This is an optimization exercise on Yosys and OpenROAD, whose aim is a short achievable clock period and few clock cycles, not a production implementation.
Only simulation tests tie the RTL to the original design; equivalence was not proved.
Power and IR drop assume default switching activity.

--- flow/config.mk ---
export PLATFORM = sky130hd
export DESIGN_NAME = cpusim_core
export DESIGN_NICKNAME = cpusim_core
export VERILOG_FILES = /design/flow/design.v
export SDC_FILE = /design/flow/constraint.sdc
export NUM_CORES = 4
export LEC_CHECK = 0
export ABC_CLOCK_PERIOD_IN_PS = 4000
export CAP_MARGIN = 20
export CORE_MARGIN = 2
export CORE_UTILIZATION = 40
export SETUP_SLACK_MARGIN = 5
export SLEW_MARGIN = 20
--- flow/constraint.sdc ---
create_clock -name core_clock -period 10.0 [get_ports {clk}]
set_input_delay 2.0000 -clock core_clock [delete_from_list [all_inputs] [get_ports {clk}]]
set_output_delay 2.0000 -clock core_clock [all_outputs]
set_load 0.01 [all_outputs]
--- flow/design.v ---
module cpusim_core (
    input  wire        clk,
    input  wire        rst,         
    output wire        mem_re,
    output wire [9:0]  mem_raddr,
    input  wire [31:0] mem_rdata,
    output wire        mem_we,
    output wire [9:0]  mem_waddr,
    output wire [31:0] mem_wdata,
    output wire        out_valid,
    output wire [1:0]  out_reg,
    output wire [31:0] out_data,
    output wire        halted,
    output wire [2:0]  fault,
    input  wire [2:0]  dbg_sel,
    output reg  [31:0] dbg_data
);
    localparam [2:0] F_NONE = 3'd0, F_OOB = 3'd1, F_REG = 3'd2, F_DIV0 = 3'd3, F_OPC = 3'd4;
    localparam [7:0] OP_ADD = 8'h00, OP_SUB = 8'h01, OP_MUL = 8'h02, OP_DIV = 8'h03,
                     OP_AND = 8'h04, OP_OR  = 8'h05, OP_XOR = 8'h06, OP_NOT = 8'h07,
                     OP_SHL = 8'h08, OP_SHR = 8'h09,
                     OP_LOAD = 8'h10, OP_STORE = 8'h11, OP_JUMP = 8'h12, OP_JZ = 8'h13,
                     OP_JNZ = 8'h14, OP_CALL = 8'h15, OP_RET = 8'h16, OP_PUSH = 8'h17,
                     OP_POP = 8'h18, OP_HALT = 8'h19, OP_OUT = 8'h1A;
    localparam [1:0] DV_SETUP = 2'd0, DV_ITER = 2'd1, DV_WB = 2'd2;
    reg        halted_r;
    reg [2:0]  fault_r;
    reg [31:0] x [0:3];
    reg [3:0]  x_sm;            
    reg [9:0]  sp;              
    reg        flag_z, flag_n, flag_o;
    reg [31:0] fa;
    reg        d_valid;
    reg [31:0] d_pc;
    reg        d_oob;           
    reg        e_valid;
    reg [31:0] e_pc;            
    reg [1:0]  e_rd;
    reg [31:0] e_s1, e_s2;      
    reg [31:0] e_wd;            
    reg [9:0]  e_wa;            
    reg [2:0]  e_fpre;          
    reg        e_ok;            
    reg        e_add, e_sub, e_mul, e_div, e_and, e_or, e_xor, e_not, e_shl, e_shr,
               e_load, e_store, e_jump, e_jz, e_jnz, e_call, e_ret, e_push, e_pop,
               e_halt, e_out;
    reg        e_miss;          
    reg        e_ph;            
    reg        e_dquick;        
    reg        e_dqv;           
    reg [31:0] m_a, m_b;
    reg        e_mq;            
    reg [2:0]  m_sm;            
    reg [31:0] m_big;           
    reg [31:0] dv_a, dv_b;
    reg [1:0]  dv_st;
    reg [2:0]  dv_n;            
    reg [31:0] dv_rem, dv_q;
    reg [31:0] dv_ab;           
    reg [35:0] dv_m3, dv_m5, dv_m7, dv_m9, dv_m11, dv_m13, dv_m15;    
    reg [63:0] bt_v;            
    reg [63:0] bt_r;            
    reg [7:0]  bt_t [0:63];     
    reg [8:0]  ras [0:3];       
    reg [1:0]  ras_p;           
    reg [3:0]  c_v;
    reg [5:0]  c_tag [0:3];
    reg [31:0] c_dat [0:3];
    wire e_act = e_valid & ~halted_r;
    wire [31:0] add_r = e_s1 + e_s2;
    wire [31:0] sub_r = e_s1 - e_s2;
    wire add_o = (~e_s1[31] & ~e_s2[31] & add_r[31]) | (e_s1[31] & e_s2[31] & ~add_r[31]);
    wire sub_o = (~e_s1[31] & e_s2[31] & sub_r[31]) | (e_s1[31] & ~e_s2[31] & ~sub_r[31]);
    wire add_z = ((e_s1 ^ e_s2) == {(e_s1[30:0] | e_s2[30:0]), 1'b0});
    wire sub_z = (e_s1 == e_s2);
    wire m_go = 1'b1;
    reg  [31:0] m_r0, m_r1, m_r2, m_r3;
    wire [31:0] mpp0 = m_b[0] ? (m_a << 0) : 32'd0;
    wire [31:0] mpp1 = m_b[1] ? (m_a << 1) : 32'd0;
    wire [31:0] mpp2 = m_b[2] ? (m_a << 2) : 32'd0;
    wire [31:0] mpp3 = m_b[3] ? (m_a << 3) : 32'd0;
    wire [31:0] mpp4 = m_b[4] ? (m_a << 4) : 32'd0;
    wire [31:0] mpp5 = m_b[5] ? (m_a << 5) : 32'd0;
    wire [31:0] mpp6 = m_b[6] ? (m_a << 6) : 32'd0;
    wire [31:0] mpp7 = m_b[7] ? (m_a << 7) : 32'd0;
    wire [31:0] mpp8 = m_b[8] ? (m_a << 8) : 32'd0;
    wire [31:0] mpp9 = m_b[9] ? (m_a << 9) : 32'd0;
    wire [31:0] mpp10 = m_b[10] ? (m_a << 10) : 32'd0;
    wire [31:0] mpp11 = m_b[11] ? (m_a << 11) : 32'd0;
    wire [31:0] mpp12 = m_b[12] ? (m_a << 12) : 32'd0;
    wire [31:0] mpp13 = m_b[13] ? (m_a << 13) : 32'd0;
    wire [31:0] mpp14 = m_b[14] ? (m_a << 14) : 32'd0;
    wire [31:0] mpp15 = m_b[15] ? (m_a << 15) : 32'd0;
    wire [31:0] mpp16 = m_b[16] ? (m_a << 16) : 32'd0;
    wire [31:0] mpp17 = m_b[17] ? (m_a << 17) : 32'd0;
    wire [31:0] mpp18 = m_b[18] ? (m_a << 18) : 32'd0;
    wire [31:0] mpp19 = m_b[19] ? (m_a << 19) : 32'd0;
    wire [31:0] mpp20 = m_b[20] ? (m_a << 20) : 32'd0;
    wire [31:0] mpp21 = m_b[21] ? (m_a << 21) : 32'd0;
    wire [31:0] mpp22 = m_b[22] ? (m_a << 22) : 32'd0;
    wire [31:0] mpp23 = m_b[23] ? (m_a << 23) : 32'd0;
    wire [31:0] mpp24 = m_b[24] ? (m_a << 24) : 32'd0;
    wire [31:0] mpp25 = m_b[25] ? (m_a << 25) : 32'd0;
    wire [31:0] mpp26 = m_b[26] ? (m_a << 26) : 32'd0;
    wire [31:0] mpp27 = m_b[27] ? (m_a << 27) : 32'd0;
    wire [31:0] mpp28 = m_b[28] ? (m_a << 28) : 32'd0;
    wire [31:0] mpp29 = m_b[29] ? (m_a << 29) : 32'd0;
    wire [31:0] mpp30 = m_b[30] ? (m_a << 30) : 32'd0;
    wire [31:0] mpp31 = m_b[31] ? (m_a << 31) : 32'd0;
    wire [31:0] ml0_s0 = mpp0 ^ mpp1 ^ mpp2;
    wire [31:0] ml0_c1 = {((mpp0[30:0] & mpp1[30:0]) | (mpp0[30:0] & mpp2[30:0]) | (mpp1[30:0] & mpp2[30:0])), 1'b0};
    wire [31:0] ml0_s2 = mpp3 ^ mpp4 ^ mpp5;
    wire [31:0] ml0_c3 = {((mpp3[30:0] & mpp4[30:0]) | (mpp3[30:0] & mpp5[30:0]) | (mpp4[30:0] & mpp5[30:0])), 1'b0};
    wire [31:0] ml0_s4 = mpp6 ^ mpp7 ^ mpp8;
    wire [31:0] ml0_c5 = {((mpp6[30:0] & mpp7[30:0]) | (mpp6[30:0] & mpp8[30:0]) | (mpp7[30:0] & mpp8[30:0])), 1'b0};
    wire [31:0] ml0_s6 = mpp9 ^ mpp10 ^ mpp11;
    wire [31:0] ml0_c7 = {((mpp9[30:0] & mpp10[30:0]) | (mpp9[30:0] & mpp11[30:0]) | (mpp10[30:0] & mpp11[30:0])), 1'b0};
    wire [31:0] ml0_s8 = mpp12 ^ mpp13 ^ mpp14;
    wire [31:0] ml0_c9 = {((mpp12[30:0] & mpp13[30:0]) | (mpp12[30:0] & mpp14[30:0]) | (mpp13[30:0] & mpp14[30:0])), 1'b0};
    wire [31:0] ml0_s10 = mpp15 ^ mpp16 ^ mpp17;
    wire [31:0] ml0_c11 = {((mpp15[30:0] & mpp16[30:0]) | (mpp15[30:0] & mpp17[30:0]) | (mpp16[30:0] & mpp17[30:0])), 1'b0};
    wire [31:0] ml0_s12 = mpp18 ^ mpp19 ^ mpp20;
    wire [31:0] ml0_c13 = {((mpp18[30:0] & mpp19[30:0]) | (mpp18[30:0] & mpp20[30:0]) | (mpp19[30:0] & mpp20[30:0])), 1'b0};
    wire [31:0] ml0_s14 = mpp21 ^ mpp22 ^ mpp23;
    wire [31:0] ml0_c15 = {((mpp21[30:0] & mpp22[30:0]) | (mpp21[30:0] & mpp23[30:0]) | (mpp22[30:0] & mpp23[30:0])), 1'b0};
    wire [31:0] ml0_s16 = mpp24 ^ mpp25 ^ mpp26;
    wire [31:0] ml0_c17 = {((mpp24[30:0] & mpp25[30:0]) | (mpp24[30:0] & mpp26[30:0]) | (mpp25[30:0] & mpp26[30:0])), 1'b0};
    wire [31:0] ml0_s18 = mpp27 ^ mpp28 ^ mpp29;
    wire [31:0] ml0_c19 = {((mpp27[30:0] & mpp28[30:0]) | (mpp27[30:0] & mpp29[30:0]) | (mpp28[30:0] & mpp29[30:0])), 1'b0};
    wire [31:0] ml1_s0 = ml0_s0 ^ ml0_c1 ^ ml0_s2;
    wire [31:0] ml1_c1 = {((ml0_s0[30:0] & ml0_c1[30:0]) | (ml0_s0[30:0] & ml0_s2[30:0]) | (ml0_c1[30:0] & ml0_s2[30:0])), 1'b0};
    wire [31:0] ml1_s2 = ml0_c3 ^ ml0_s4 ^ ml0_c5;
    wire [31:0] ml1_c3 = {((ml0_c3[30:0] & ml0_s4[30:0]) | (ml0_c3[30:0] & ml0_c5[30:0]) | (ml0_s4[30:0] & ml0_c5[30:0])), 1'b0};
    wire [31:0] ml1_s4 = ml0_s6 ^ ml0_c7 ^ ml0_s8;
    wire [31:0] ml1_c5 = {((ml0_s6[30:0] & ml0_c7[30:0]) | (ml0_s6[30:0] & ml0_s8[30:0]) | (ml0_c7[30:0] & ml0_s8[30:0])), 1'b0};
    wire [31:0] ml1_s6 = ml0_c9 ^ ml0_s10 ^ ml0_c11;
    wire [31:0] ml1_c7 = {((ml0_c9[30:0] & ml0_s10[30:0]) | (ml0_c9[30:0] & ml0_c11[30:0]) | (ml0_s10[30:0] & ml0_c11[30:0])), 1'b0};
    wire [31:0] ml1_s8 = ml0_s12 ^ ml0_c13 ^ ml0_s14;
    wire [31:0] ml1_c9 = {((ml0_s12[30:0] & ml0_c13[30:0]) | (ml0_s12[30:0] & ml0_s14[30:0]) | (ml0_c13[30:0] & ml0_s14[30:0])), 1'b0};
    wire [31:0] ml1_s10 = ml0_c15 ^ ml0_s16 ^ ml0_c17;
    wire [31:0] ml1_c11 = {((ml0_c15[30:0] & ml0_s16[30:0]) | (ml0_c15[30:0] & ml0_c17[30:0]) | (ml0_s16[30:0] & ml0_c17[30:0])), 1'b0};
    wire [31:0] ml1_s12 = ml0_s18 ^ ml0_c19 ^ mpp30;
    wire [31:0] ml1_c13 = {((ml0_s18[30:0] & ml0_c19[30:0]) | (ml0_s18[30:0] & mpp30[30:0]) | (ml0_c19[30:0] & mpp30[30:0])), 1'b0};
    wire [31:0] ml2_s0 = ml1_s0 ^ ml1_c1 ^ ml1_s2;
    wire [31:0] ml2_c1 = {((ml1_s0[30:0] & ml1_c1[30:0]) | (ml1_s0[30:0] & ml1_s2[30:0]) | (ml1_c1[30:0] & ml1_s2[30:0])), 1'b0};
    wire [31:0] ml2_s2 = ml1_c3 ^ ml1_s4 ^ ml1_c5;
    wire [31:0] ml2_c3 = {((ml1_c3[30:0] & ml1_s4[30:0]) | (ml1_c3[30:0] & ml1_c5[30:0]) | (ml1_s4[30:0] & ml1_c5[30:0])), 1'b0};
    wire [31:0] ml2_s4 = ml1_s6 ^ ml1_c7 ^ ml1_s8;
    wire [31:0] ml2_c5 = {((ml1_s6[30:0] & ml1_c7[30:0]) | (ml1_s6[30:0] & ml1_s8[30:0]) | (ml1_c7[30:0] & ml1_s8[30:0])), 1'b0};
    wire [31:0] ml2_s6 = ml1_c9 ^ ml1_s10 ^ ml1_c11;
    wire [31:0] ml2_c7 = {((ml1_c9[30:0] & ml1_s10[30:0]) | (ml1_c9[30:0] & ml1_c11[30:0]) | (ml1_s10[30:0] & ml1_c11[30:0])), 1'b0};
    wire [31:0] ml2_s8 = ml1_s12 ^ ml1_c13 ^ mpp31;
    wire [31:0] ml2_c9 = {((ml1_s12[30:0] & ml1_c13[30:0]) | (ml1_s12[30:0] & mpp31[30:0]) | (ml1_c13[30:0] & mpp31[30:0])), 1'b0};
    wire [31:0] ml3_s0 = ml2_s0 ^ ml2_c1 ^ ml2_s2;
    wire [31:0] ml3_c1 = {((ml2_s0[30:0] & ml2_c1[30:0]) | (ml2_s0[30:0] & ml2_s2[30:0]) | (ml2_c1[30:0] & ml2_s2[30:0])), 1'b0};
    wire [31:0] ml3_s2 = ml2_c3 ^ ml2_s4 ^ ml2_c5;
    wire [31:0] ml3_c3 = {((ml2_c3[30:0] & ml2_s4[30:0]) | (ml2_c3[30:0] & ml2_c5[30:0]) | (ml2_s4[30:0] & ml2_c5[30:0])), 1'b0};
    wire [31:0] ml3_s4 = ml2_s6 ^ ml2_c7 ^ ml2_s8;
    wire [31:0] ml3_c5 = {((ml2_s6[30:0] & ml2_c7[30:0]) | (ml2_s6[30:0] & ml2_s8[30:0]) | (ml2_c7[30:0] & ml2_s8[30:0])), 1'b0};
    wire [31:0] ml4_s0 = ml3_s0 ^ ml3_c1 ^ ml3_s2;
    wire [31:0] ml4_c1 = {((ml3_s0[30:0] & ml3_c1[30:0]) | (ml3_s0[30:0] & ml3_s2[30:0]) | (ml3_c1[30:0] & ml3_s2[30:0])), 1'b0};
    wire [31:0] ml4_s2 = ml3_c3 ^ ml3_s4 ^ ml3_c5;
    wire [31:0] ml4_c3 = {((ml3_c3[30:0] & ml3_s4[30:0]) | (ml3_c3[30:0] & ml3_c5[30:0]) | (ml3_s4[30:0] & ml3_c5[30:0])), 1'b0};
    wire [31:0] ml5_s0 = ml4_s0 ^ ml4_c1 ^ ml4_s2;
    wire [31:0] ml5_c1 = {((ml4_s0[30:0] & ml4_c1[30:0]) | (ml4_s0[30:0] & ml4_s2[30:0]) | (ml4_c1[30:0] & ml4_s2[30:0])), 1'b0};
    wire [31:0] m_n0 = ml5_s0;
    wire [31:0] m_n1 = ml5_c1;
    wire [31:0] m_n2 = ml4_c3;
    wire [31:0] m_n3 = ml2_c9;
    wire [31:0] ml6_s0 = m_r0 ^ m_r1 ^ m_r2;
    wire [31:0] ml6_c1 = {((m_r0[30:0] & m_r1[30:0]) | (m_r0[30:0] & m_r2[30:0]) | (m_r1[30:0] & m_r2[30:0])), 1'b0};
    wire [31:0] ml7_s0 = ml6_s0 ^ ml6_c1 ^ m_r3;
    wire [31:0] ml7_c1 = {((ml6_s0[30:0] & ml6_c1[30:0]) | (ml6_s0[30:0] & m_r3[30:0]) | (ml6_c1[30:0] & m_r3[30:0])), 1'b0};
    wire [31:0] m_fa = ml7_s0;
    wire [31:0] m_fb = ml7_c1;
    always @(posedge clk) if (m_go) begin
        m_r0 <= m_n0;
        m_r1 <= m_n1;
        m_r2 <= m_n2;
        m_r3 <= m_n3;
    end
    wire [31:0] mul_r = m_fa + m_fb;
    wire [31:0] mq_r0 = m_sm[0] ? m_big : 32'd0;
    wire [31:0] mq_r1 = m_sm[1] ? {m_big[30:0], 1'b0} : 32'd0;
    wire [31:0] mq_r2 = m_sm[2] ? {m_big[29:0], 2'b0} : 32'd0;
    wire [31:0] mq_s  = mq_r0 ^ mq_r1 ^ mq_r2;
    wire [31:0] mq_c  = {((mq_r0[30:0] & mq_r1[30:0]) | (mq_r0[30:0] & mq_r2[30:0]) | (mq_r1[30:0] & mq_r2[30:0])), 1'b0};
    wire [31:0] mul_q = mq_s + mq_c;
    function [4:0] msb32(input [31:0] v);      
        integer i;
        reg [31:0] above;
        begin
            above[31] = 1'b0;
            for (i = 30; i >= 0; i = i - 1)
                above[i] = above[i + 1] | v[i + 1];
            msb32 = 5'd0;
            for (i = 0; i < 32; i = i + 1)
                if (v[i] & ~above[i])
                    msb32 = msb32 | i[4:0];
        end
    endfunction
    wire        dv_lt1 = (dv_a < dv_b);
    wire        dv_lt2 = ({1'b0, dv_a} < {dv_b, 1'b0});
    wire [4:0]  dv_dz = msb32(dv_a) - msb32(dv_b);
    wire [2:0]  dv_s  = dv_dz[4:2];
    reg  [31:0] dv_rem0, dv_ab0;
    always @(*) begin
        case (dv_s)
            3'd0:    begin dv_rem0 = dv_a >> 4;  dv_ab0 = {dv_a[3:0],  28'd0}; end
            3'd1:    begin dv_rem0 = dv_a >> 8;  dv_ab0 = {dv_a[7:0],  24'd0}; end
            3'd2:    begin dv_rem0 = dv_a >> 12; dv_ab0 = {dv_a[11:0], 20'd0}; end
            3'd3:    begin dv_rem0 = dv_a >> 16; dv_ab0 = {dv_a[15:0], 16'd0}; end
            3'd4:    begin dv_rem0 = dv_a >> 20; dv_ab0 = {dv_a[19:0], 12'd0}; end
            3'd5:    begin dv_rem0 = dv_a >> 24; dv_ab0 = {dv_a[23:0], 8'd0};  end
            3'd6:    begin dv_rem0 = dv_a >> 28; dv_ab0 = {dv_a[27:0], 4'd0};  end
            default: begin dv_rem0 = 32'd0;      dv_ab0 = dv_a;                end
        endcase
    end
    wire [35:0] dv_x = {dv_rem, dv_ab[31:28]};
    wire [35:0] dv_mul [1:15];
    assign dv_mul[1]  = {4'd0, dv_b};
    assign dv_mul[2]  = {3'd0, dv_b, 1'b0};
    assign dv_mul[3]  = dv_m3;
    assign dv_mul[4]  = {2'd0, dv_b, 2'b0};
    assign dv_mul[5]  = dv_m5;
    assign dv_mul[6]  = {dv_m3[34:0], 1'b0};
    assign dv_mul[7]  = dv_m7;
    assign dv_mul[8]  = {1'd0, dv_b, 3'b0};
    assign dv_mul[9]  = dv_m9;
    assign dv_mul[10] = {dv_m5[34:0], 1'b0};
    assign dv_mul[11] = dv_m11;
    assign dv_mul[12] = {dv_m3[33:0], 2'b0};
    assign dv_mul[13] = dv_m13;
    assign dv_mul[14] = {dv_m7[34:0], 1'b0};
    assign dv_mul[15] = dv_m15;
    wire [36:0] dv_d [1:15];
    wire [16:1] dv_ge;
    genvar gj;
    generate
        for (gj = 1; gj <= 15; gj = gj + 1) begin : g_dv
            assign dv_d[gj]  = {1'b0, dv_x} - {1'b0, dv_mul[gj]};
            assign dv_ge[gj] = ~dv_d[gj][36];
        end
    endgenerate
    assign dv_ge[16] = 1'b0;
    wire [15:1] dv_sel = dv_ge[15:1] & ~dv_ge[16:2];
    wire [3:0]  dv_q4 = ({4{dv_sel[1]}}  & 4'd1)  | ({4{dv_sel[2]}}  & 4'd2)  | ({4{dv_sel[3]}}  & 4'd3)  |
                        ({4{dv_sel[4]}}  & 4'd4)  | ({4{dv_sel[5]}}  & 4'd5)  | ({4{dv_sel[6]}}  & 4'd6)  |
                        ({4{dv_sel[7]}}  & 4'd7)  | ({4{dv_sel[8]}}  & 4'd8)  | ({4{dv_sel[9]}}  & 4'd9)  |
                        ({4{dv_sel[10]}} & 4'd10) | ({4{dv_sel[11]}} & 4'd11) | ({4{dv_sel[12]}} & 4'd12) |
                        ({4{dv_sel[13]}} & 4'd13) | ({4{dv_sel[14]}} & 4'd14) | ({4{dv_sel[15]}} & 4'd15);
    wire [31:0] dv_rn = ({32{~dv_ge[1]}}  & dv_x[31:0]) |
                        ({32{dv_sel[1]}}  & dv_d[1][31:0])  | ({32{dv_sel[2]}}  & dv_d[2][31:0])  |
                        ({32{dv_sel[3]}}  & dv_d[3][31:0])  | ({32{dv_sel[4]}}  & dv_d[4][31:0])  |
                        ({32{dv_sel[5]}}  & dv_d[5][31:0])  | ({32{dv_sel[6]}}  & dv_d[6][31:0])  |
                        ({32{dv_sel[7]}}  & dv_d[7][31:0])  | ({32{dv_sel[8]}}  & dv_d[8][31:0])  |
                        ({32{dv_sel[9]}}  & dv_d[9][31:0])  | ({32{dv_sel[10]}} & dv_d[10][31:0]) |
                        ({32{dv_sel[11]}} & dv_d[11][31:0]) | ({32{dv_sel[12]}} & dv_d[12][31:0]) |
                        ({32{dv_sel[13]}} & dv_d[13][31:0]) | ({32{dv_sel[14]}} & dv_d[14][31:0]) |
                        ({32{dv_sel[15]}} & dv_d[15][31:0]);
    wire div0   = e_div & (dv_b == 32'd0);
    wire st_oob = e_store & ((|e_s1[31:10]) | (&e_s1[9:2] & |e_s1[1:0]));
    wire [2:0] e_fcode = ~e_ok  ? e_fpre :
                         div0   ? F_DIV0 :
                         st_oob ? F_OOB  : F_NONE;
    wire e_halt_now = e_act & (~e_ok | div0 | st_oob | e_halt);
    wire e_stall = e_act & ((e_mul & ~e_mq & ~e_ph) |
                            (e_div & (dv_st != DV_WB) & ~((dv_st == DV_SETUP) & e_dquick)) |
                            (e_miss & ~e_ph));
    wire e_done  = e_act & ~e_stall;
    wire e_free  = ~e_act | e_done;
    wire e_wrins = e_add | e_sub | e_mul | e_div | e_and | e_or | e_xor | e_not |
                   e_shl | e_shr | e_load | e_pop;
    wire e_wrb   = e_done & e_wrins;                  
    wire e_early = e_load | (e_pop & ~e_miss);        
    reg [31:0] e_res;
    always @(*) begin
        e_res = 32'd0;
        if (e_add)  e_res = e_res | add_r;
        if (e_sub)  e_res = e_res | sub_r;
        if (e_and)  e_res = e_res | (e_s1 & e_s2);
        if (e_or)   e_res = e_res | (e_s1 | e_s2);
        if (e_xor)  e_res = e_res | (e_s1 ^ e_s2);
        if (e_not)  e_res = e_res | ~e_s1;
        if (e_shl)  e_res = e_res | (e_s1 << e_s2[4:0]);
        if (e_shr)  e_res = e_res | (e_s1 >> e_s2[4:0]);
        if (e_early) e_res = e_res | e_s1;
        if (e_pop & e_miss) e_res = e_res | mem_rdata;
        if (e_mul)  e_res = e_res | (e_mq ? mul_q : mul_r);
        if (e_div)  e_res = e_res | (e_dquick ? {31'd0, e_dqv} : dv_q);
    end
    wire [31:0] e_pc4   = e_pc + 32'd4;
    wire [31:0] p_next  = d_valid ? d_pc : fa;
    wire e_taken = e_jump | e_call | (e_ret & ~e_miss) | (e_jz & flag_z) | (e_jnz & ~flag_z);
    wire e_self  = (e_s1 == e_pc);                    
    wire [31:0] e_next = (e_taken & ~e_self) ? e_s1 : e_pc4;
    wire e_wrong = (e_taken & ~e_self) ? (e_s1 != p_next) : (e_pc4 != p_next);
    wire st_code = e_store & (e_s1[9:0] < 10'h103);   
    wire e_redir = e_done & ((e_miss & e_ph) | st_code | e_wrong);
    wire [31:0] e_tgt = (e_miss & e_ret) ? ((mem_rdata == e_pc) ? e_pc4 : mem_rdata) : e_next;
    wire e_pushlike = e_act & (e_push | e_call);
    wire e_poplike  = e_act & (e_pop | e_ret);
    wire [31:0] ins = mem_rdata;
    wire [7:0] opc = ins[31:24];
    wire [7:0] op0 = ins[23:16];
    wire [7:0] op1 = ins[15:8];
    wire [7:0] op2 = ins[7:0];
    wire i_add = opc == OP_ADD,  i_sub = opc == OP_SUB,  i_mul = opc == OP_MUL;
    wire i_div = opc == OP_DIV,  i_and = opc == OP_AND,  i_or  = opc == OP_OR;
    wire i_xor = opc == OP_XOR,  i_not = opc == OP_NOT,  i_shl = opc == OP_SHL;
    wire i_shr = opc == OP_SHR,  i_load = opc == OP_LOAD, i_store = opc == OP_STORE;
    wire i_jump = opc == OP_JUMP, i_jz = opc == OP_JZ,   i_jnz = opc == OP_JNZ;
    wire i_call = opc == OP_CALL, i_ret = opc == OP_RET, i_push = opc == OP_PUSH;
    wire i_pop = opc == OP_POP,  i_halt = opc == OP_HALT, i_out = opc == OP_OUT;
    wire i_alu3  = (opc <= OP_SHR) && (opc != OP_NOT);
    wire i_valid = (opc <= OP_SHR) || ((opc >= OP_LOAD) && (opc <= OP_OUT));
    wire bad0 = |op0[7:2];
    wire bad1 = |op1[7:2];
    wire bad2 = |op2[7:2];
    wire use0 = i_alu3 | i_not | i_load | i_store | i_call | i_push | i_pop | i_out;
    wire use1 = i_alu3 | i_not | i_store;
    wire use2 = i_alu3;
    wire badreg = (use0 & bad0) | (use1 & bad1) | (use2 & bad2);
    wire hit0 = e_wrb && e_rd == op0[1:0];
    wire hit1 = e_wrb && e_rd == op1[1:0];
    wire hit2 = e_wrb && e_rd == op2[1:0];
    wire [31:0] r0v = hit0 ? e_res : x[op0[1:0]];
    wire [31:0] r1v = hit1 ? e_res : x[op1[1:0]];
    wire [31:0] r2v = hit2 ? e_res : x[op2[1:0]];
    wire [31:0] r1e = hit1 ? e_s1 : x[op1[1:0]];
    wire [31:0] r2e = hit2 ? e_s1 : x[op2[1:0]];
    wire late1 = hit1 & ~e_early;
    wire late2 = hit2 & ~e_early;
    wire late12 = late1 | late2;
    wire dq_lt1 = (r1e < r2e);
    wire dq_lt2 = ({1'b0, r1e} < {r2e, 1'b0});
    wire d_dquick = ~late12 & dq_lt2;
    wire e_s1_sm = ~|e_s1[31:3];
    wire mq2 = hit2 ? (e_early & e_s1_sm) : x_sm[op2[1:0]];
    wire mq1 = hit1 ? (e_early & e_s1_sm) : x_sm[op1[1:0]];
    wire [9:0] sp_spec = e_pushlike ? sp - 10'd4 : e_poplike ? sp + 10'd4 : sp;
    wire [7:0] tw  = sp_spec[9:2];
    wire [1:0] tix = tw[1:0];
    wire [9:0] sa  = e_s1[9:0];
    wire [7:0] sa1 = sa[9:2] + 8'd1;
    wire st_ovl = e_act & e_store & ((sa[9:2] == tw) | ((sa[1:0] != 2'd0) & (sa1 == tw)));
    wire top_hit = e_pushlike | (c_v[tix] & (c_tag[tix] == tw[7:2]) & ~st_ovl);
    wire [31:0] top = e_pushlike ? e_wd : c_dat[tix];
    wire sp_full  = (sp_spec == 10'h200);
    wire sp_empty = (sp_spec == 10'h300);
    reg [2:0] d_fault;
    always @(*) begin
        d_fault = F_NONE;
        if (d_oob)                                    d_fault = F_OOB;
        else if (!i_valid)                            d_fault = F_OPC;
        else if (badreg)                              d_fault = F_REG;
        else if ((i_call | i_push) & sp_full)         d_fault = F_OOB;
        else if ((i_ret | i_pop) & sp_empty)          d_fault = F_OOB;
    end
    wire [31:0] r0e = hit0 ? e_s1 : x[op0[1:0]];
    wire late0 = hit0 & ~e_early;
    wire fa_seq = (fa == d_pc + 32'd4);
    wire [7:0] pc4_8 = d_pc[7:0] + 8'd4;
    wire d_j_imm = (i_jump | ((i_jz | i_jnz) & (op0 < d_pc[7:0]))) & (op0 != pc4_8);
    wire d_j_call = i_call & ~late0;
    wire d_sredir = d_valid & ~d_oob & fa_seq & (d_j_imm | d_j_call | i_ret);
    wire [31:0] d_stgt = i_call ? r0e : i_ret ? {23'd0, ras[ras_p]} : {24'd0, op0};
    wire [5:0]  fix  = fa[7:2];
    wire        f_in = ~|fa[31:8];
    wire [31:0] f_pred = (f_in & bt_v[fix]) ?
                         (bt_r[fix] ? {23'd0, ras[ras_p]} : {24'd0, bt_t[fix]}) :
                         fa + 32'd4;
    wire st_read = e_act & e_miss & ~e_ph;                    
    assign mem_re    = 1'b1;
    assign mem_raddr = st_read ? sp : (e_stall ? d_pc[9:0] : fa[9:0]);
    assign mem_we    = e_act & (e_store | e_push | e_call) & e_ok & ~st_oob;
    assign mem_waddr = e_wa;
    assign mem_wdata = e_wd;
    assign out_valid = e_act & e_out & e_ok;
    assign out_reg   = e_rd;
    assign out_data  = e_wd;
    assign halted = halted_r | (e_act & (~e_ok | e_halt));
    assign fault  = halted_r ? fault_r : (e_ok ? F_NONE : e_fpre);
    always @(*)
        dbg_data = ({32{dbg_sel == 3'd0}} & x[0]) |
                   ({32{dbg_sel == 3'd1}} & x[1]) |
                   ({32{dbg_sel == 3'd2}} & x[2]) |
                   ({32{dbg_sel == 3'd3}} & x[3]) |
                   ({32{dbg_sel == 3'd4}} & e_pc) |
                   ({32{dbg_sel == 3'd5}} & {22'd0, sp}) |
                   ({32{dbg_sel == 3'd6}} & {29'd0, flag_o, flag_n, flag_z}) |
                   ({32{dbg_sel == 3'd7}} & 32'h0000_0300);
    wire e_commit = e_done & e_ok;
    integer i;
    always @(posedge clk) begin
        if (rst) begin
            halted_r <= 1'b0;
            fault_r  <= F_NONE;
            x[0] <= 32'd0;
            x[1] <= 32'd0;
            x[2] <= 32'd0;
            x[3] <= 32'd0;
            x_sm <= 4'hf;
            sp <= 10'h300;
            flag_z <= 1'b0;
            flag_n <= 1'b0;
            flag_o <= 1'b0;
            fa <= 32'd0;
            d_valid <= 1'b0;
            e_valid <= 1'b0;
            e_ph <= 1'b0;
            dv_st <= DV_SETUP;
            c_v <= 4'd0;
            bt_v <= 64'd0;
            ras_p <= 2'd0;
            for (i = 0; i < 4; i = i + 1)
                ras[i] <= 9'd0;
        end else if (!halted_r) begin
            if (e_halt_now) begin
                halted_r <= 1'b1;
                fault_r  <= e_fcode;
            end
            if (e_commit) begin
                if (e_wrins) begin
                    x[e_rd]    <= e_res;
                    x_sm[e_rd] <= ~|e_res[31:3];
                end
                if (e_add | e_sub) begin
                    flag_z <= e_add ? add_z : sub_z;
                    flag_n <= e_res[31];
                    flag_o <= e_add ? add_o : sub_o;
                end
                if (e_push | e_call) begin
                    sp <= sp - 10'd4;
                    c_v[e_wa[3:2]] <= 1'b1;
                end
                if (e_pop | e_ret)
                    sp <= sp + 10'd4;
                bt_v[e_pc[7:2]] <= e_ret | (e_taken & ~e_self & ~|e_s1[31:8]);
                if (e_call) begin
                    ras[ras_p + 2'd1] <= e_pc4[8:0];
                    ras_p <= ras_p + 2'd1;
                end else if (e_ret)
                    ras_p <= ras_p - 2'd1;
            end
            if (e_act & e_store)
                for (i = 0; i < 4; i = i + 1)
                    if ((c_tag[i] == sa[9:4] && i[1:0] == sa[3:2]) ||
                        (sa[1:0] != 2'd0 && c_tag[i] == sa1[7:2] && i[1:0] == sa1[1:0]))
                        c_v[i] <= 1'b0;
            if (e_act)
                e_ph <= ((e_mul & ~e_mq) | e_miss) & ~e_ph;
            if (e_act & e_div) begin
                case (dv_st)
                    DV_SETUP: if (!e_dquick) dv_st <= dv_lt2 ? DV_WB : DV_ITER;
                    DV_ITER:  if (dv_n == 3'd0) dv_st <= DV_WB;
                    default:  dv_st <= DV_SETUP;
                endcase
            end
            if (e_redir)
                e_valid <= 1'b0;
            else if (e_free)
                e_valid <= d_valid;
            if (st_read) begin
                d_valid <= 1'b0;
            end else if (e_redir) begin
                fa      <= e_tgt;
                d_valid <= 1'b0;
            end else if (!e_stall) begin
                d_valid <= ~d_sredir;
                fa      <= d_sredir ? d_stgt : f_pred;
            end
        end
    end
    always @(posedge clk) begin
        if (e_commit & (e_push | e_call)) begin
            c_tag[e_wa[3:2]] <= e_wa[9:4];
            c_dat[e_wa[3:2]] <= e_wd;
        end
        if (e_commit) begin
            bt_r[e_pc[7:2]] <= e_ret;
            bt_t[e_pc[7:2]] <= e_s1[7:0];
        end
        if (e_act & e_div) begin
            case (dv_st)
                DV_SETUP: begin
                    dv_q   <= {31'd0, dv_lt2 & ~dv_lt1};    
                    dv_n   <= dv_s;
                    dv_rem <= dv_rem0;
                    dv_ab  <= dv_ab0;
                    dv_m3  <= {4'd0, dv_b} + {3'd0, dv_b, 1'b0};
                    dv_m5  <= {4'd0, dv_b} + {2'd0, dv_b, 2'b0};
                    dv_m7  <= {1'd0, dv_b, 3'b0} - {4'd0, dv_b};
                    dv_m9  <= {1'd0, dv_b, 3'b0} + {4'd0, dv_b};
                    dv_m11 <= {1'd0, dv_b, 3'b0} + {4'd0, dv_b} + {3'd0, dv_b, 1'b0};
                    dv_m13 <= {1'd0, dv_b, 3'b0} + {4'd0, dv_b} + {2'd0, dv_b, 2'b0};
                    dv_m15 <= {dv_b, 4'b0} - {4'd0, dv_b};
                end
                DV_ITER: begin
                    dv_rem <= dv_rn;
                    dv_ab  <= {dv_ab[27:0], 4'b0000};
                    dv_q   <= {dv_q[27:0], dv_q4};
                    dv_n   <= dv_n - 3'd1;
                end
                default: ;
            endcase
        end
        if (e_free & ~e_halt_now & ~halted_r)
            e_pc <= d_pc;                             
        if (e_free) begin
            e_rd     <= op0[1:0];
            e_fpre   <= d_fault;
            e_ok     <= (d_fault == F_NONE);
            e_add <= i_add & ~d_oob;  e_sub <= i_sub & ~d_oob;
            e_mul <= i_mul & ~d_oob;  e_div <= i_div & ~d_oob;
            e_and <= i_and & ~d_oob;  e_or  <= i_or  & ~d_oob;
            e_xor <= i_xor & ~d_oob;  e_not <= i_not & ~d_oob;
            e_shl <= i_shl & ~d_oob;  e_shr <= i_shr & ~d_oob;
            e_load <= i_load & ~d_oob; e_store <= i_store & ~d_oob;
            e_jump <= i_jump & ~d_oob; e_jz <= i_jz & ~d_oob;
            e_jnz <= i_jnz & ~d_oob;
            e_call <= i_call & ~d_oob; e_ret <= i_ret & ~d_oob;
            e_push <= i_push & ~d_oob; e_pop <= i_pop & ~d_oob;
            e_halt <= i_halt & ~d_oob; e_out <= i_out & ~d_oob;
            e_miss <= (i_pop | i_ret) & ~top_hit & ~d_oob;
            e_s1 <= (i_load | i_jump | i_jz | i_jnz) ? {24'd0, (i_load ? op1 : op0)} :
                    (i_pop | i_ret) ? top : i_call ? r0v : r1v;
            e_s2 <= r2v;
            e_wd <= i_call ? d_pc : r0v;
            e_wa <= i_store ? r1v[9:0] : sp_spec - 10'd4;
            e_dquick <= d_dquick;
            e_dqv    <= ~dq_lt1;
            e_mq <= mq1 | mq2;
            if (i_mul) begin
                m_a <= r1v;
                m_b <= r2v;
                m_sm  <= mq2 ? r2e[2:0] : r1e[2:0];
                m_big <= mq2 ? r1v : r2v;
            end
            if (i_div) begin
                dv_a <= r1v;
                dv_b <= r2v;
            end
        end
        if (!e_stall) begin
            d_pc  <= fa;
            d_oob <= |fa[31:8];
        end
    end
endmodule
--- flow/run.sh ---
#!/bin/bash
# synth_recipe.tcl (not shown) runs the flow's synth.tcl, then flattens the netlist and writes it again
# the make line also repeats each setting of config.mk as NAME=value (left out here)
make -C /OpenROAD-flow-scripts/flow DESIGN_CONFIG=/design/flow/config.mk WORK_HOME=/design/flow/orfs CLKGATE_MAP_FILE= SYNTH_SCRIPT=/design/flow/synth_recipe.tcl finish
==> results of run 1 <==
==> final cells by class <==
class	count	area, um^2	share of cell area
clock buffers	257	5514	0.03208
clock inverters	127	1454	0.008459
diodes	43	107.6	0.0006261
multi-input cells	11360	93930	0.5465
repair buffers	979	8920	0.05190
flip-flops and latches	1793	51840	0.3016
inverters	1001	3913	0.02276
well taps	4950	6193	0.03604
==> power by group through the flow <==
stage                     Sequential [mW]  Combinational (mW)  Clock, mW
after floorplan                      8.66                2.76          0
after global placement               8.86                4.72          0
after detailed placement             8.86                4.72          0
after CTS                            8.68                4.92       8.12
after global routing                 8.69                5.37       8.39
final                                8.70                5.24       8.05
==> repair_timing <==
item	in CTS	in global routing
cloned	14	4
pin swaps	101	154
resized for setup	766	430
hold buffers	0	0
endpoints found under the setup margin	496	422
setup buffers	245	150
==> metal layers <==
metal | vias to the layer above | wire, um | share of wire | track usage
li1 | 55590 | - | - | -
met3 | 1930 | 79110 | 0.12 | 0.09445
met2 | 8764 | 272300 | 0.41 | 0.4888
met4 | 30 | 54050 | 0.081 | 0.2260
met1 | 63800 | 258600 | 0.39 | 0.4553
met5 | - | 296 | 0.00045 | 0
==> placed cells by master (no fill, tap or decap), types with 84 or more instances in the layout <==
cell type / instances
nor4_1: 84
nand3_1: 227
nor2_1: 1148
nor3_1: 190
a21oi_1: 918
clkbuf_16: 215
nand2b_1: 158
fa_1: 453
ha_1: 1086
and3_1: 104
buf_6: 85
o21ai_0: 783
nand2_1: 1080
xor2_1: 360
o21a_1: 153
o211ai_1: 98
mux2i_1: 196
and2_1: 540
inv_1: 953
dfxtp_1: 195
a31oi_1: 104
xnor2_1: 689
nand4_1: 170
edfxtp_1: 1591
clkdlybuf4s50_1: 101
a21o_1: 343
a211oi_1: 93
a22oi_1: 117
mux4_2: 413
buf_4: 662
o21bai_1: 115
nor2b_1: 113
==> flip-flops by register name, indices dropped and copies added (netlist names), 33 cells and up, named ones only <==
signal and count:
dv_m13 35, dv_m7 33, bt_t 512, dv_m9 34, dv_m11 34, dv_m15 36
c_dat 128, x 128, bt_v 64, ras 36, bt_r 64
==> critical path, stage by stage, from the launching register on <==
cell	delay (ns)
edfxtp_1	0.38
inv_1	0.35
nand4_1	0.33
nor4_2	0.37
buf_4	0.23
o21ai_4	0.08
a221oi_4	0.48
buf_2	0.22
==> per-stage QoR <==
step | worst slack, ns | hold WS [ns] | cell area, um^2 | util | std cells
floorplan | 3.232 | 0.4029 | 148800 | - | 14940
global placement | 2.324 | 0.4543 | 156700 | 0.4245 | 19670
detailed placement | 2.340 | 0.4642 | 156700 | 0.4245 | 19670
CTS | 4.643 | 0.4723 | 168500 | 0.4565 | 20310
global route | 4.570 | 0.4834 | 171800 | 0.4653 | 20470
finish | 4.559 | 0.4708 | 171900 | 0.4656 | 20510
==> synthesized netlist by cell type, types with 44 or more instances <==
library cell | number | area share
edfxtp_1 | 1591 | 0.32
nor2_1 | 1192 | 0.030
ha_1 | 1130 | 0.095
nand2_1 | 1093 | 0.028
a21oi_1 | 993 | 0.033
inv_1 | 989 | 0.025
o21ai_0 | 893 | 0.030
xnor2_1 | 700 | 0.041
clkbuf_1 | 624 | 0.016
and2_1 | 541 | 0.023
fa_1 | 459 | 0.062
mux4_2 | 413 | 0.063
xor2_1 | 368 | 0.022
a21o_1 | 347 | 0.018
nand3_1 | 240 | 0.0081
nor3_1 | 210 | 0.0071
mux2i_1 | 209 | 0.014
dfxtp_1 | 202 | 0.027
nand4_1 | 170 | 0.0072
nand2b_1 | 166 | 0.0070
o21a_1 | 164 | 0.0083
a22oi_1 | 145 | 0.0073
a31oi_1 | 126 | 0.0053
nor2b_1 | 123 | 0.0052
o21bai_1 | 121 | 0.0061
a211oi_1 | 115 | 0.0058
and3_1 | 108 | 0.0046
nor4_1 | 102 | 0.0043
o211ai_1 | 98 | 0.0050
a221oi_1 | 96 | 0.0057
or3_1 | 87 | 0.0037
o22ai_1 | 81 | 0.0034
buf_1 | 74 | 0.0019
mux2_2 | 68 | 0.0052
o31ai_1 | 58 | 0.0029
a21boi_0 | 56 | 0.0028
buf_2 | 49 | 0.0017
o221ai_1 | 44 | 0.0026
==> path summary, 6_finish.rpt <==
kind,slack (ns),cells after the start,endpoint,startpoint
worst max register to register,4.89,15,e_s1[1],e_s1[25]
worst min register to register,0.47,2,bt_v[63],bt_v[63]
worst max-delay path,4.56,7,mem_we,e_s1[15]
worst min-delay path,0.47,2,bt_v[63],bt_v[63]
==> cell families after synthesis <==
kind of cell	Yosys count
xor gates and xnor gates	1071
and+or+nand+nor	4224
DFF	1793
other	1
muxes	690
AOI/OAI and AO/OA	3778
adders and majority gates	1589
buffers and inverters	1793
==> run notes, run 1 <==
Total Power=21.99 mW; Crit Path Category=flip-flop to primary output; clk slew on worst S/H paths=0.06 ns; DRT Wirelength=664300 um; CP startpoint kind=flip-flop; synth warn=1; CTS tree=yes; Post-Synth XOR/XNOR Area=0.06341; Iteration-0 DRC Markers=between 15000 and 20000; Final Hold Fails=0; max-slew violations=0; die area=around 380000 um^2; synthesized flop and latch total=1793; clk buf depth=4; Net Count, Synth=16570; status=complete, no violations; filler instances=34590; crit end category=primary output; sw power=7.379 mW; wire per inst=32.39 um; Pleak=~67 nW; cell count after synthesis=14940; CP arrival=3.44 ns; total track usage=0.3433; Core Area=369100 um^2; Seq/Total Area, Yosys=0.3490; clock sink total=1793; min-delay worst type=flip-flop to flip-flop; FFs w/ async S/R, synth=0; Final TNS setup=0 ns; Clk Latency, worst-skew pair=a little over 1 ns; initial core utilization=0.4022; pin count of the biggest net entering global routing=roughly 150; mux share of post-synthesis cell area=0.08189; relative slew slack=0.1587; Post-Synth Adder-Cell Area=0.1571; Post-DP HPWL=485400 um; Synth Flop Type=edfxtp_1; DR DRC count=0; Synth Area in Compound Gates=0.1634; first-pass GRT wire length=925700 um; post-synthesis area per instance=9.939 um^2; crit share post-route=0.5441; f_max=183.8 MHz; simple-gate share of the synthesized area=0.1382; initial antenna violation count=47; min Tclk post-route=5.441 ns; Netlist cell types=110; RSZ-0062 raised after global routing=yes; Vias=130100; cell internal pwr=14.61 mW; die height=a little over 600 um; CTS buffer count=210; number of global-route vias before repair=122000; Sequential Power Share=0.396; Detailed Routing Iterations Pass 1=12; Clock power frac=0.366; Final ANT Viol Nets=0; share of cells above drive strength 1=0.1572; EDFF count, synth=1591; Worst Path Required=8.00 ns; PwrDens=around 130 nW/um^2; Buffers on Ports=160; via/cell ratio=6.344; Rows=223; Comb power frac=0.238; maxcap violations=0; Switching Share=0.3355; skew final=between 0.15 and 0.2 ns; measured slew at the worst slew-check pin=1.262 ns; Root Driver=clkbuf_16; Placer Congestion=1.092; Ports=162; die width=slightly above 600 um; area delta synth->final=15.75%; largest family of logic cells by synthesized area=compound AO/OA/AOI/OAI gates; final setup violation count=0; Final nets=16970; worst vdd ir=0.0001747 V; crit path max fanout=4; total grt overflow=0; synthesized area=148500 um^2; Max H-tree Level=4
Testbench counts, summed over its fixed seeds: cycles 65,761.
==> inputs of run 2 (changes only) <==
--- a/flow/design.v
+++ b/flow/design.v
@@ -361,10 +361,15 @@
     wire late0 = hit0 & ~e_early;
     wire fa_seq = (fa == d_pc + 32'd4);
     wire [7:0] pc4_8 = d_pc[7:0] + 8'd4;
-    wire d_j_imm = (i_jump | ((i_jz | i_jnz) & (op0 < d_pc[7:0]))) & (op0 != pc4_8);
-    wire d_j_call = i_call & ~late0;
-    wire d_sredir = d_valid & ~d_oob & fa_seq & (d_j_imm | d_j_call | i_ret);
-    wire [31:0] d_stgt = i_call ? r0e : i_ret ? {23'd0, ras[ras_p]} : {24'd0, op0};
+    wire z_known = ~(e_act & (e_add | e_sub));
+    wire i_jc    = i_jz | i_jnz;
+    wire jc_tk   = z_known ? (i_jz ? flag_z : ~flag_z) : (op0 < d_pc[7:0]);
+    wire fa_imm  = (fa == {24'd0, op0});
+    wire d_j_imm = (i_jump | (i_jc & jc_tk)) & (op0 != pc4_8) & ~fa_imm;
+    wire d_j_nt  = i_jc & z_known & ~jc_tk & ~fa_seq;
+    wire d_j_call = i_call & ~late0 & fa_seq;
+    wire d_sredir = d_valid & ~d_oob & (d_j_imm | d_j_nt | d_j_call | (i_ret & fa_seq));
+    wire [31:0] d_stgt = i_call ? r0e : i_ret ? {23'd0, ras[ras_p]} : d_j_nt ? d_pc + 32'd4 : {24'd0, op0};
     wire [5:0]  fix  = fa[7:2];
     wire        f_in = ~|fa[31:8];
     wire [31:0] f_pred = (f_in & bt_v[fix]) ?
==> run 2 against run 1 <==
Compared with the run above: still clean; clock-buffer cell count grew 8; first-iteration DRC count rose by 0.28%; non-clock buffer count increased by 39; clock power increased by 1%; core utilization increased by 0.29 points; largest power group unchanged.
==> run notes, run 2 <==
clk buf depth=4 (unchanged); CP arrival=3.38 ns (-0.06 ns); post-synthesis area per instance=9.932 um^2 (about the same); initial antenna violation count=61 (+30%); Total Power=21.94 mW (-0.23%); filler instances=34740 (+0.45%); Final ANT Viol Nets=0 (unchanged); crit share post-route=0.5384 (-0.005664); maxcap violations=0 (unchanged); mux share of post-synthesis cell area=0.08248 (+0.0005868); FF-to-FF End=dv_m11[35]; clock sink total=1793 (unchanged); measured slew at the worst slew-check pin=1.225 ns (-0.03640 ns); area delta synth->final=16.61%; met2 routed WL=281900 um (+3.5%); area leader, netlist=edfxtp_1; CTS tree=yes; crit path max fanout=6 (+2); CTS buffer count=212 (+0.95%); hold depth=2 (unchanged); Reg-to-Reg Start=dv_b[3]; commonest non-fill, non-tap cell in the layout=edfxtp_1; Hold EP=bt_v[9]; DR DRC count=0 (unchanged); crit end category=primary output; most frequent cells in the layout=edfxtp_1 (1591), nor2_1 (1147), nand2_1 (1079); synthesized flop and latch total=1793 (unchanged); Placer Congestion=1.086 (-0.54%); Max H-tree Level=4 (unchanged); Netlist cell types=111 (+0.91%); Final TNS setup=0 ns (unchanged); Iteration-0 DRC Markers=18660 (+0.28%); pin count of the biggest net entering global routing=113 (-24%); Net Count, Synth=16670 (+0.63%); Post-Synth XOR/XNOR Area=0.06207 (-0.001341); via/cell ratio=6.383 (+0.63%); wire per inst=32.77 um (+1.2%); Ports=162 (unchanged); PwrDens=125.9 nW/um^2 (-1.6%); Synth Area in Compound Gates=0.1661 (+0.002691); worst vdd ir=0.0001649 V (-5.6%); status=complete, no violations; f_max=185.7 MHz (+1.1%); total track usage=0.3437 (+0.0003482); initial core utilization=0.4017 (-0.0004998); Final nets=17090 (+0.71%); DRT Wirelength=678500 um (+2.1%); relative slew slack=0.1727 (+0.01401); most frequent cells after synthesis=edfxtp_1 (1591), nor2_1 (1183), ha_1 (1130); cell count after synthesis=15040 (+0.70%); wire length on met1=256700 um (-0.73%); max-slew violations=0 (unchanged); die width=615.2 um (+0.31%); RSZ-0062 raised after global routing=yes; DP Area=157700 um^2 (+0.65%); max reg flops=512 (unchanged); Post-DP HPWL=492600 um (+1.5%); Root Driver=clkbuf_16; skew final=0.1961 ns (+0.04097 ns); first-pass GRT wire length=937600 um (+1.3%); final setup violation count=0 (unchanged); Post-Synth Adder-Cell Area=0.1561 (-0.0009788); EDFF count, synth=1591 (unchanged); Rows=224 (+0.45%); Clk Latency, worst-skew pair=1.05 ns (+0.03 ns); Pleak=67.91 nW (+1.8%); Yosys top cell area share=0.3198 (-0.002005); share of cells above drive strength 1=0.1584 (+0.001207); largest family of logic cells by synthesized area=compound AO/OA/AOI/OAI gates; Top Layer Used=met5; Detailed Routing Iterations Pass 1=9 (-3); Synth Flop Type=edfxtp_1; synthesized area=149400 um^2 (+0.63%); die area=378400 um^2 (+0.62%); simple-gate share of the synthesized area=0.1395 (+0.001392); FFs w/ async S/R, synth=0 (unchanged); beginning of the worst hold path=bt_v[9]; Buffers on Ports=160 (unchanged); number of global-route vias before repair=121600 (-0.39%); synth warn=1 (unchanged); met3 WL post-DR=80680 um (+2.0%); Crit Path Category=primary input to primary output; R2R cell count=25 (+10); Worst Path Required=8.00 ns (about the same); most frequent cell after synthesis=edfxtp_1; Synth area leaders=edfxtp_1 (32%), ha_1 (9.5%), fa_1 (6.1%); Seq/Total Area, Yosys=0.3468 (-0.002174); Final Hold Fails=0 (unchanged); Core Area=371900 um^2 (+0.75%); total grt overflow=0 (unchanged); min-delay worst type=flip-flop to flip-flop; die height=615.2 um (+0.31%); Vias=132100 (+1.6%); Post-Layout Inst Area=174200 um^2 (+1.4%); min Tclk post-route=5.384 ns (-0.05664 ns); clk slew on worst S/H paths=0.06 ns (about the same); Reg2Reg Setup Slack=4.62 ns (-0.27 ns); CP startpoint kind=primary input
## run 2: changes by cell type after synthesis, moves of 25 or more
cell / before / now
o21ai_0: 893 / 836
a211oi_1: 115 / 141
nor3_1: 210 / 254
nand4_1: 170 / 131
and2_1: 541 / 572
xnor2_1: 700 / 665
o22ai_1: 81 / 107
nor2b_1: 123 / 148
## run 2: area by class of cell
| cell class | instances | area [um^2] | area share |
|---|---|---|---|
| diodes | 84 | 210.2 | 0.001206 |
| clock buffers | 265 | 5669 | 0.03254 |
| flip-flops and latches | 1793 | 51840 | 0.2975 |
| clock inverters | 129 | 1458 | 0.008366 |
| inverters | 977 | 3752 | 0.02154 |
| well taps | 4972 | 6221 | 0.03571 |
| multi-input cells | 11460 | 95360 | 0.5473 |
| repair buffers | 1018 | 9728 | 0.05583 |
## run 2: power by group
group          switching, mW  internal [mW]
registers              0.362           8.36
clock network           3.56           4.60
logic                   3.30           1.76
total                   7.23           14.7
## run 2: how the worst max path moves through the flow
stage | start | endpoint | slack [ns]
after floorplan | e_valid | dv_m11[10] | 3.25
after global placement | dbg_sel[0] | dbg_data[11] | 3.17
after detailed placement | dv_b[30] | dv_rem[23] | 3.15
after CTS | dbg_sel[1] | dbg_data[2] | 4.74
after global routing | dv_b[3] | dv_m11[34] | 4.48
final | dbg_sel[1] | dbg_data[10] | 4.62
## run 2: repair_timing
action | 4_1_cts | 5_1_grt
pin swaps | 160 | 179
cloned | 17 | 8
setup buffers | 261 | 150
endpoints found under the setup margin | 580 | 281
hold endpoints to repair | 0 | 0
gates resized for setup | 861 | 464
hold buffers | 0 | 0
## run 2: cells by family after synthesis
kind of cell	count (synthesis)
muxes	695
buffers and inverters	1791
xor gates and xnor gates	1054
AOI/OAI and AO/OA	3820
adders and majority gates	1589
DFF	1793
and+or+nand+nor	4300
other	1
## run 2: through the flow
step / util / instances / setup WS [ns] / hold WS [ns]
after CTS: 0.4582 / 20460 / 4.735 / 0.4691
after floorplan: - / 15040 / 3.250 / 0.4064
after global routing: 0.4680 / 20630 / 4.477 / 0.4858
after detailed placement: 0.4241 / 19780 / 3.153 / 0.4611
final: 0.4685 / 20700 / 4.616 / 0.4708
after global placement: 0.4239 / 19780 / 3.174 / 0.4554
## run 2: worst max-delay path: stages
cell and delay, ns:
buf_12 0.12, buf_12 0.17, nor2b_4 0.23, buf_6 0.12
buf_6 0.13, buf_6 0.10, a22oi_2 0.07, o22ai_2 0.26
buf_2 0.18
## run 2: metal layers
| metal | up-vias | track usage |
|---|---|---|
| li1 | 56200 | - |
| met1 | 64720 | 0.4392 |
| met2 | 8888 | 0.4999 |
| met3 | 2305 | 0.1001 |
| met4 | 30 | 0.2373 |
| met5 | - | 0 |
Testbench counts of run 2, summed over its fixed seeds: cycles 65,573.
==> inputs of run 3 (changes only) <==
--- a/flow/design.v
+++ b/flow/design.v
@@ -386,15 +386,18 @@
     assign out_data  = e_wd;
     assign halted = halted_r | (e_act & (~e_ok | e_halt));
     assign fault  = halted_r ? fault_r : (e_ok ? F_NONE : e_fpre);
-    always @(*)
-        dbg_data = ({32{dbg_sel == 3'd0}} & x[0]) |
-                   ({32{dbg_sel == 3'd1}} & x[1]) |
-                   ({32{dbg_sel == 3'd2}} & x[2]) |
-                   ({32{dbg_sel == 3'd3}} & x[3]) |
-                   ({32{dbg_sel == 3'd4}} & e_pc) |
-                   ({32{dbg_sel == 3'd5}} & {22'd0, sp}) |
-                   ({32{dbg_sel == 3'd6}} & {29'd0, flag_o, flag_n, flag_z}) |
-                   ({32{dbg_sel == 3'd7}} & 32'h0000_0300);
+    always @(*) begin
+        case (dbg_sel)
+            3'd0: dbg_data = x[0];
+            3'd1: dbg_data = x[1];
+            3'd2: dbg_data = x[2];
+            3'd3: dbg_data = x[3];
+            3'd4: dbg_data = e_pc;
+            3'd5: dbg_data = {22'd0, sp};
+            3'd6: dbg_data = {29'd0, flag_o, flag_n, flag_z};
+            default: dbg_data = 32'h0000_0300;    
+        endcase
+    end
     wire e_commit = e_done & e_ok;
     integer i;
     always @(posedge clk) begin
==> run 3 against run 2 <==
Compared with the run above: clock-buffer cell count rose by 5; die area fell by 0.18%; worst setup slack improved by 0.044 ns; critical path depth did not move; non-clock buffer count rose by 39; flip-flop and latch count did not move; design area barely moved; critical endpoint is now dbg_data[5]; sequential share of layout area barely moved; register-to-register slack improved by 0.15 ns; routed wire length fell by 6.7%; core utilization barely moved; final cell count fell by 0.40%.
==> run notes, run 3 <==
Comb power frac=0.228 (-0.002); wire per inst=30.71 um (-6.3%); DRT Wirelength=633300 um (-6.7%); relative slew slack=0.1134 (-0.05931); Synth area leaders=edfxtp_1 (32%), ha_1 (9.5%), mux4_2 (6.8%); Final ANT Viol Nets=0 (unchanged); Final TNS setup=0 ns (unchanged); Core Area=371600 um^2 (about the same); Clk Latency, worst-skew pair=1.00 ns (-0.05 ns); most frequent cells in the layout=edfxtp_1 (1591), nor2_1 (1148), nand2_1 (1090); status=complete, no violations; die area=377800 um^2 (-0.18%); R2R cell count=24 (-4.0%); Post-DP HPWL=457500 um (-7.1%); synthesized flop and latch total=1793 (unchanged); total grt overflow=0 (unchanged); Clock power frac=0.374 (+0.002); Max H-tree Level=4 (unchanged); Rows=224 (unchanged); Final Hold Fails=0 (unchanged); Vias=129900 (-1.7%); most frequent cells after synthesis=edfxtp_1 (1591), nor2_1 (1184), ha_1 (1130); Buffers on Ports=160 (unchanged); final setup violation count=0 (unchanged); post-layout util=0.4686 (about the same); most frequent cell after synthesis=edfxtp_1; Iteration-0 DRC Markers=18850 (+1.0%); CTS tree=yes; Seq/Total Area, Yosys=0.3474 (+0.0006197); Crit Path Category=primary input to primary output; crit share post-route=0.5340 (-0.004425); Yosys top cell area share=0.3203 (+0.0005714); f_max=187.3 MHz (+0.83%); die height=614.6 um (about the same); synthesized area=149100 um^2 (-0.18%); crit path max fanout=7 (+1); maxcap violations=0 (unchanged); min Tclk post-route=5.340 ns (-0.04425 ns); CTS buffer count=208 (-1.9%); RSZ-0062 raised after global routing=yes; Worst Path Required=8.00 ns (about the same); Total Power=21.89 mW (-0.24%); Net Count, Synth=16580 (-0.53%); area leader, netlist=edfxtp_1; crit end category=primary output; synth warn=1 (unchanged); die width=614.6 um (about the same); number of global-route vias before repair=121700 (+0.13%); max reg flops=512 (unchanged); sw power=7.087 mW (-1.9%); post-synthesis area per instance=9.974 um^2 (+0.42%); Switching Share=0.3238 (-0.005514); first-pass GRT wire length=888900 um (-5.2%); skew final=0.1293 ns (-0.06677 ns); hold depth=2 (unchanged); area delta synth->final=16.76%; Synth Flop Type=edfxtp_1; min-delay worst type=flip-flop to flip-flop; post-route setup slack=4.660 ns (+0.04425 ns); Pleak=67.37 nW (-0.79%); Sequential Power Share=0.398 (about the same); clock sink total=1793 (unchanged); Hold-fix buffers, CTS=0 (unchanged); Ports=162 (unchanged); total track usage=0.3208 (-0.02292); pre-CTS WS=3.134 ns (-0.01957 ns); PwrDens=125.7 nW/um^2 (-0.20%); commonest non-fill, non-tap cell in the layout=edfxtp_1; clk slew on worst S/H paths=0.06 ns (about the same); initial antenna violation count=59 (-3.3%); Detailed Routing Iterations Pass 1=9 (unchanged); DR DRC count=0 (unchanged); Root Driver=clkbuf_16; CP startpoint kind=primary input; max-slew violations=0 (unchanged); cell count after synthesis=14950 (-0.59%); pin count of the biggest net entering global routing=113 (unchanged); measured slew at the worst slew-check pin=1.321 ns (+0.09566 ns); cell internal pwr=14.80 mW (+0.58%); initial core utilization=0.4013 (-0.0004141); FFs w/ async S/R, synth=0 (unchanged); CP arrival=3.34 ns (-0.04 ns); worst vdd ir=0.0001501 V (-9.0%); EDFF count, synth=1591 (unchanged); via/cell ratio=6.299 (-1.3%); Final nets=17050 (-0.22%); clk buf depth=4 (unchanged); filler instances=34690 (-0.15%); Placer Congestion=1.059 (-2.5%); share of cells above drive strength 1=0.1649 (+0.006461); Netlist cell types=107 (-3.6%)
[run 3: metal layers]
metal | vias to the layer above | routed length (um) | GRT usage
met2 | 8457 | 260200 | 0.4582
met4 | 28 | 43730 | 0.1829
li1 | 55880 | - | -
met3 | 1796 | 80700 | 0.1002
met1 | 63720 | 248100 | 0.4277
met5 | - | 522 | 0
[run 3: metrics by stage]
step	instance area (um^2)	hold WS [ns]	std cells
finish	174100	0.4715	20620
global route	174100	0.4875	20580
CTS	170000	0.4726	20390
detailed placement	157400	0.4638	19710
global placement	157400	0.4538	19710
floorplan	149700	0.4064	14950
[run 3: cell families after synthesis]
family,Yosys count,share of synthesized area
buf+inv,1829,0.04772
simple gates,4298,0.1399
fa+ha+maj,1589,0.1564
xor+xnor,1070,0.06422
compound gates,3677,0.1594
mux,697,0.08490
other cells,1,0.00002514
flops,1793,0.3474
[run 3: area by class of cell]
class / count / area [um^2] / share of cell area
clock inverters: 114 / 1493 / 0.008571
well taps: 4972 / 6221 / 0.03572
diodes: 45 / 112.6 / 0.0006466
multi-input cells: 11340 / 94810 / 0.5445
clock buffers: 270 / 5615 / 0.03225
repair buffers: 1057 / 9980 / 0.05731
flip-flops and latches: 1793 / 51840 / 0.2977
inverters: 1028 / 4055 / 0.02329
repair inverters: 2 / 17.52 / 0.0001006
[run 3: worst paths after layout]
kind | startpoint | slack, ns | to
hold / removal | bt_v[3] | 0.47 | bt_v[3]
setup / recovery | dbg_sel[1] | 4.66 | dbg_data[5]
hold reg to reg | bt_v[3] | 0.47 | bt_v[3]
setup reg to reg | dv_b[3] | 4.77 | dv_m11[34]
[run 3: critical path, cell delays in order]
cell	delay (ns)
buf_16	0.13
buf_16	0.16
buf_6	0.12
buf_6	0.11
mux2i_1	0.11
nor2_1	0.10
a31oi_1	0.06
o22ai_2	0.31
buf_2	0.21
[run 3: timing repair]
item / 4_1_cts / 5_1_grt
pin swaps: 144 / 207
cloned: 16 / 9
buffers inserted: 278 / 179
setup endpoints to repair: 447 / 286
resized for setup: 874 / 521
[run 3: power groups by stage]
stage                     clock network [mW]  logic [mW]  registers [mW]
final                                   8.18        4.99            8.71
after global routing                    8.49        5.13            8.72
after CTS                               8.24        4.59            8.69
after detailed placement                   0        4.35            8.89
after global placement                     0        4.34            8.89
after floorplan                            0        2.72            8.68
Testbench counts of run 3, summed over its fixed seeds: cycles 65,573.

-- static timing again, ports no longer ideal --
How much do the figures lean on ideal ports? The routed layouts below were timed once more, with nothing changed but the port constraints. Step 1 assumes that a clkbuf_16 drives the clock port and a buf_2 every other input. Step 2 times the ports against the registers' clock, not the clock port: input delays grow and output delays shrink by t, the midpoint of the rising clock arrivals with the driver on. Slacks: ideal ports / drivers / drivers and shift; pairs: ideal ports / drivers.
| run | t (ns) | setup WS [ns] | worst setup path at the end | clock arrival spread, ns |
|---|---|---|---|---|
| run 1 | 1.073 | 4.559 / 4.434 / 3.784 | input to register | 0.155 / 0.155 |
| run 2 | 1.077 | 4.616 / 4.551 / 3.948 | input to register | 0.196 / 0.196 |
| run 3 | 1.072 | 4.660 / 4.405 / 3.957 | input to register | 0.142 / 0.142 |
After both steps every run listed still meets setup and hold. The setup slack of run 1, which loses most, moves by -0.125 ns with the drivers and by -0.775 ns with both steps.
